What follows belongs to an exercise in optimizing a design on an open flow for small area and few clock cycles; a production flow would make more cautious choices. No activity file was given, so power comes from the tool's default toggle rates.

## mode_engine
module mode_engine (
    input  wire         clk,
    input  wire         rst,           
    input  wire         cmd_valid,
    output wire         cmd_ready,
    input  wire [31:0]  cmd_word,
    input  wire [31:0]  len,
    input  wire [31:0]  aad_len,
    input  wire [127:0] iv,
    input  wire [127:0] tag_in,
    input  wire [7:0]   ksd,
    input  wire [7:0]   kst,
    input  wire [7:0]   ght,
    output wire         done,
    output wire [3:0]   result,
    output wire [127:0] tag_out,
    output wire         in_ready,
    input  wire         in_valid,
    input  wire [127:0] in_data,
    output wire         out_valid,
    output wire [127:0] out_data,
    output wire         bc_req,
    output wire         bc_dec,
    output wire [7:0]   bc_key,
    output wire [127:0] bc_in,
    input  wire         bc_ack,
    input  wire [127:0] bc_out,
    output wire         gh_req,
    output wire [7:0]   gh_key,
    output wire [127:0] gh_acc,
    output wire [127:0] gh_data,
    input  wire         gh_ack,
    input  wire [127:0] gh_out
);
    localparam [3:0] R_OK       = 4'h1;
    localparam [3:0] R_TAGGED   = 4'h2;
    localparam [3:0] R_VERIFIED = 4'h3;
    localparam [3:0] R_ERR_LEN  = 4'h8;
    localparam [3:0] R_ERR_AUTH = 4'h9;
    localparam [3:0] R_ERR_ILL  = 4'hA;
    localparam [2:0] S_IDLE  = 3'd0;
    localparam [2:0] S_DONE  = 3'd1;
    localparam [2:0] S_ERR   = 3'd2;    
    localparam [2:0] S_TWK   = 3'd3;    
    localparam [2:0] S_FETCH = 3'd4;    
    localparam [2:0] S_RUN   = 3'd5;    
    localparam [2:0] S_GCM   = 3'd6;
    localparam [1:0] P_AAD = 2'd0;      
    localparam [1:0] P_DAT = 2'd1;      
    localparam [1:0] P_LEN = 2'd2;      
    localparam [1:0] P_REL = 2'd3;      
    reg  [2:0]   state;
    reg  [1:0]   ph;
    reg          yp;        
    reg          fl;        
    reg          ekq;       
    reg          ekh;       
    reg          bcr;
  ...
Settings: LEC_CHECK=0, CAP_MARGIN=20, CORE_AREA=10 10 510 510, DIE_AREA=0 0 520 520, SLEW_MARGIN=20; clock period 10.0 ns.
standard.sh (not shown) runs the stock make flow with config.mk's settings and CLKGATE_MAP_FILE= SYNTH_SCRIPT=/design/flow/synth_recipe.tcl, a recipe that flattens the netlist after the stock synthesis.
==> flow/flow/run.sh <==
#!/bin/bash
# Standard layout, with the port buffers made from the smallest buffer cell
# (buf_1) instead of the delay buffer buffer_ports picks by default.
set -euo pipefail
export BUFFER_PORTS_ARGS="-buffer_cell sky130_fd_sc_hd__buf_1"
bash standard.sh finish > standard.log 2>&1
The first run ran to the end with violations: max-slew violations.
Edit:
--- a/flow/design.v
+++ b/flow/design.v
@@ -68,24 +68,25 @@
     wire       is_gcm = (cmd_word[1:0] == 2'd3);
     wire       len_nz = (len != 32'h0);
     wire       aad_nz = (aad_len != 32'h0);
     wire       lenbad = !len_nz || (len[3:0] != 4'h0);
     wire       idle   = (state == S_IDLE) || (state == S_DONE);
     wire       gcm    = (state == S_GCM);
     wire       bca    = bc_ack && bcr;
     wire       gha    = gh_ack && ghr;
-    reg         last;
-    wire [3:0]  L4    = (gcm && ph == P_AAD) ? aad_len[3:0] : len[3:0];
-    wire        part  = last && (L4 != 4'h0);
+    wire [31:0] L     = (gcm && ph == P_AAD) ? aad_len : len;
+    wire [28:0] T     = {1'b0, L[31:4]} + ((L[3:0] != 4'h0) ? 29'd2 : 29'd1);
+    wire        last  = (ctr == T);
+    wire        part  = last && (L[3:0] != 4'h0);
     reg  [127:0] M;
     integer i;
     always @* begin
         for (i = 0; i < 16; i = i + 1)
-            M[127 - 8*i -: 8] = (!part || (i < L4)) ? 8'hff : 8'h00;
+            M[127 - 8*i -: 8] = (!part || (i < L[3:0])) ? 8'hff : 8'h00;
     end
     function [127:0] dbl;
         input [127:0] t;
         reg   [127:0] v;
         integer k;
         begin
             for (k = 0; k < 16; k = k + 1)
                 v[8*k +: 8] = t[127 - 8*k -: 8];
@@ -325,31 +326,28 @@
         if (rst) begin
             n_state = S_IDLE;
             n_ph = P_AAD; n_yp = 1'b0; n_fl = 1'b0; n_ekq = 1'b0; n_ekh = 1'b0;
             n_bcr = 1'b0; n_ghr = 1'b0; n_ctr = 29'd0; n_res = 4'h0;
             xen = 1'b1; xa_in = 1'b0; xa_gh = 1'b0; xz_y = 1'b0; xz_bc = 1'b0; xz_dbl = 1'b0;
             yen = 1'b1; ys_in = 1'b0; ys_o = 1'b0; ys_x = 1'b0; ys_dbl = 1'b0; ys_iv = 1'b0; ys_tag = 1'b0;
         end
     end
-    wire [31:0] nL = (n_state == S_GCM && n_ph == P_AAD) ? aad_len : len;
-    wire [28:0] nT = {1'b0, nL[31:4]} + ((nL[3:0] != 4'h0) ? 29'd2 : 29'd1);
     wire [127:0] xa = (in_data & {128{xa_in}}) | (gh_out & {128{xa_gh}});
     wire [127:0] xz = (Y & {128{xz_y}}) | (bc_out & {128{xz_bc}}) | (dblY & {128{xz_dbl}});
     wire [127:0] yn = (in_data & M & {128{ys_in}}) | (oex & {128{ys_o}}) |
                       (X & {128{ys_x}}) | (dblY & {128{ys_dbl}}) | (iv & {128{ys_iv}}) |
                       (tag_in & {128{ys_tag}});
     always @(posedge clk) begin
         state <= n_state;
         ph    <= n_ph;
         yp    <= n_yp;
         fl    <= n_fl;
         ekq   <= n_ekq;
         ekh   <= n_ekh;
         bcr   <= n_bcr;
         ghr   <= n_ghr;
         ctr   <= n_ctr;
-        last  <= (n_ctr == nT);
         res   <= n_res;
         if (xen) X <= xa ^ xz;
         if (yen) Y <= yn;
     end
 endmodule
Outcome: The new run went through all stages and came out clean; flip-flop and latch count falls by 1; routed wire length grows by 5.3%; sequential power rose by about 10%; die area is unchanged; via count went up by 5.4%; combinational power rose to 2.9 times its value; power climbs by 35%; critical path depth shrinks by 2; clock skew rose by 12 ps; design area goes up by 11%.
No functional check of the RTL was part of any run of this note.


Another version of the RTL of mode_engine (not shown whole).
Size: ~1400 I/O pins, about 0.025 mm2 of cells after synthesis.
// mode_engine
module mode_engine (
    input  wire         clk,
    input  wire         rst,           
    input  wire         cmd_valid,
    output wire         cmd_ready,
    input  wire [31:0]  cmd_word,
    input  wire [31:0]  len,
    input  wire [31:0]  aad_len,
    input  wire [127:0] iv,
    input  wire [127:0] tag_in,
    input  wire [7:0]   ksd,
    input  wire [7:0]   kst,
    input  wire [7:0]   ght,
    output wire         done,
    output wire [3:0]   result,
    output wire [127:0] tag_out,
    output wire         in_ready,
    input  wire         in_valid,
    input  wire [127:0] in_data,
    output wire         out_valid,
    output wire [127:0] out_data,
    output wire         bc_req,
    output wire         bc_dec,
    output wire [7:0]   bc_key,
    output wire [127:0] bc_in,
    input  wire         bc_ack,
    input  wire [127:0] bc_out,
    output wire         gh_req,
    output wire [7:0]   gh_key,
    output wire [127:0] gh_acc,
    output wire [127:0] gh_data,
    input  wire         gh_ack,
    input  wire [127:0] gh_out
);
  ...
export LEC_CHECK = 0
export CAP_MARGIN = 20
export CORE_AREA = 10 10 390 390
export CTS_BUF_LIST = sky130_fd_sc_hd__clkbuf_4 sky130_fd_sc_hd__clkbuf_8
export DIE_AREA = 0 0 400 400
export SLEW_MARGIN = 20
create_clock -name core_clock -period 10.0 [get_ports {clk}]
Scripts as last shown in full above: flow/flow/run.sh
==> next run, changes <==
--- a/flow/design.v
+++ b/flow/design.v
@@ -325,34 +325,31 @@
         if (rst) begin
             n_state = S_IDLE;
             n_ph = P_AAD; n_yp = 1'b0; n_fl = 1'b0; n_ekq = 1'b0; n_ekh = 1'b0;
             n_bcr = 1'b0; n_ghr = 1'b0; n_ctr = 29'd0; n_res = 4'h0;
             xen = 1'b1; xa_in = 1'b0; xa_gh = 1'b0; xz_y = 1'b0; xz_bc = 1'b0; xz_dbl = 1'b0;
             yen = 1'b1; ys_in = 1'b0; ys_o = 1'b0; ys_x = 1'b0; ys_dbl = 1'b0; ys_iv = 1'b0; ys_tag = 1'b0;
         end
     end
     wire [31:0] nL = (n_state == S_GCM && n_ph == P_AAD) ? aad_len : len;
     wire [28:0] nT = {1'b0, nL[31:4]} + ((nL[3:0] != 4'h0) ? 29'd2 : 29'd1);
-    wire [127:0] xa = (in_data & {128{xen & xa_in}}) | (gh_out & {128{xen & xa_gh}}) |
-                      (X & {128{!xen}});
-    wire [127:0] xz = (Y & {128{xen & xz_y}}) | (bc_out & {128{xen & xz_bc}}) |
-                      (dblY & {128{xen & xz_dbl}});
-    wire [127:0] yn = (in_data & M & {128{yen & ys_in}}) | (oex & {128{yen & ys_o}}) |
-                      (X & {128{yen & ys_x}}) | (dblY & {128{yen & ys_dbl}}) |
-                      (iv & {128{yen & ys_iv}}) | (tag_in & {128{yen & ys_tag}}) |
-                      (Y & {128{!yen}});
+    wire [127:0] xa = (in_data & {128{xa_in}}) | (gh_out & {128{xa_gh}});
+    wire [127:0] xz = (Y & {128{xz_y}}) | (bc_out & {128{xz_bc}}) | (dblY & {128{xz_dbl}});
+    wire [127:0] yn = (in_data & M & {128{ys_in}}) | (oex & {128{ys_o}}) |
+                      (X & {128{ys_x}}) | (dblY & {128{ys_dbl}}) | (iv & {128{ys_iv}}) |
+                      (tag_in & {128{ys_tag}});
     always @(posedge clk) begin
         state <= n_state;
         ph    <= n_ph;
         yp    <= n_yp;
         fl    <= n_fl;
         ekq   <= n_ekq;
         ekh   <= n_ekh;
         bcr   <= n_bcr;
         ghr   <= n_ghr;
         ctr   <= n_ctr;
         last  <= (n_ctr == nT);
         res   <= n_res;
-        X     <= xa ^ xz;
-        Y     <= yn;
+        if (xen) X <= xa ^ xz;
+        if (yen) Y <= yn;
     end
 endmodule
The changed run produced a clean layout.
Total power climbs by 13%.
Via count is about the same.
Die area is unchanged.
Sequential power climbs by 26%.
Non-clock buffer count climbs by 5.
Setup slack is better by 48 ps.
Core utilization climbs by 0.82 points.
Flip-flop and latch count does not change.
Hold slack is better by 53 ps.
Synthesized area climbs by 5.0%.
Final area climbs by 3.4%.
Cell count drops by 1.2%.
Global-route usage climbs by 4.3 points.
Clock-buffer cell count drops by 10.
No functional check of the RTL was part of any run of this note.

-- what the ideal ports hide --
In the flow no input, the clock included, has a driving cell. The finished layouts below were timed again as built, in two steps. Step 1, drivers: a clkbuf_16 drives clk and a buf_2 each remaining input, both assumed. Step 2, shift: input delay + t, output delay - t, t = (earliest + latest rising clock arrival at the registers) / 2. This alone moves slack from input paths to output paths. Slacks: no drivers / after step 1 / after step 2; pairs: no drivers / after step 1.
run	shift t [ns]	setup slack, ns	worst setup path at the end	latest minus earliest clock arrival (ns)	worst data-port slew with drivers (ns)
the first run of note 1	0.753	1.969 / 1.897 / 1.144	input to register	0.050 / 0.050	0.49
the second run of note 1	0.794	0.293 / 0.269 / 0.269	input to output	0.062 / 0.061	0.43
the first run of note 2	0.822	1.502 / 1.420 / 1.289	input to register	0.056 / 0.057	0.39
the second run of note 2	0.862	1.551 / 1.465 / 1.483	input to register	0.044 / 0.044	0.63
For the first run of note 1, which loses most, drivers alone change the setup slack by -0.072 ns; drivers and shift together by -0.825 ns.
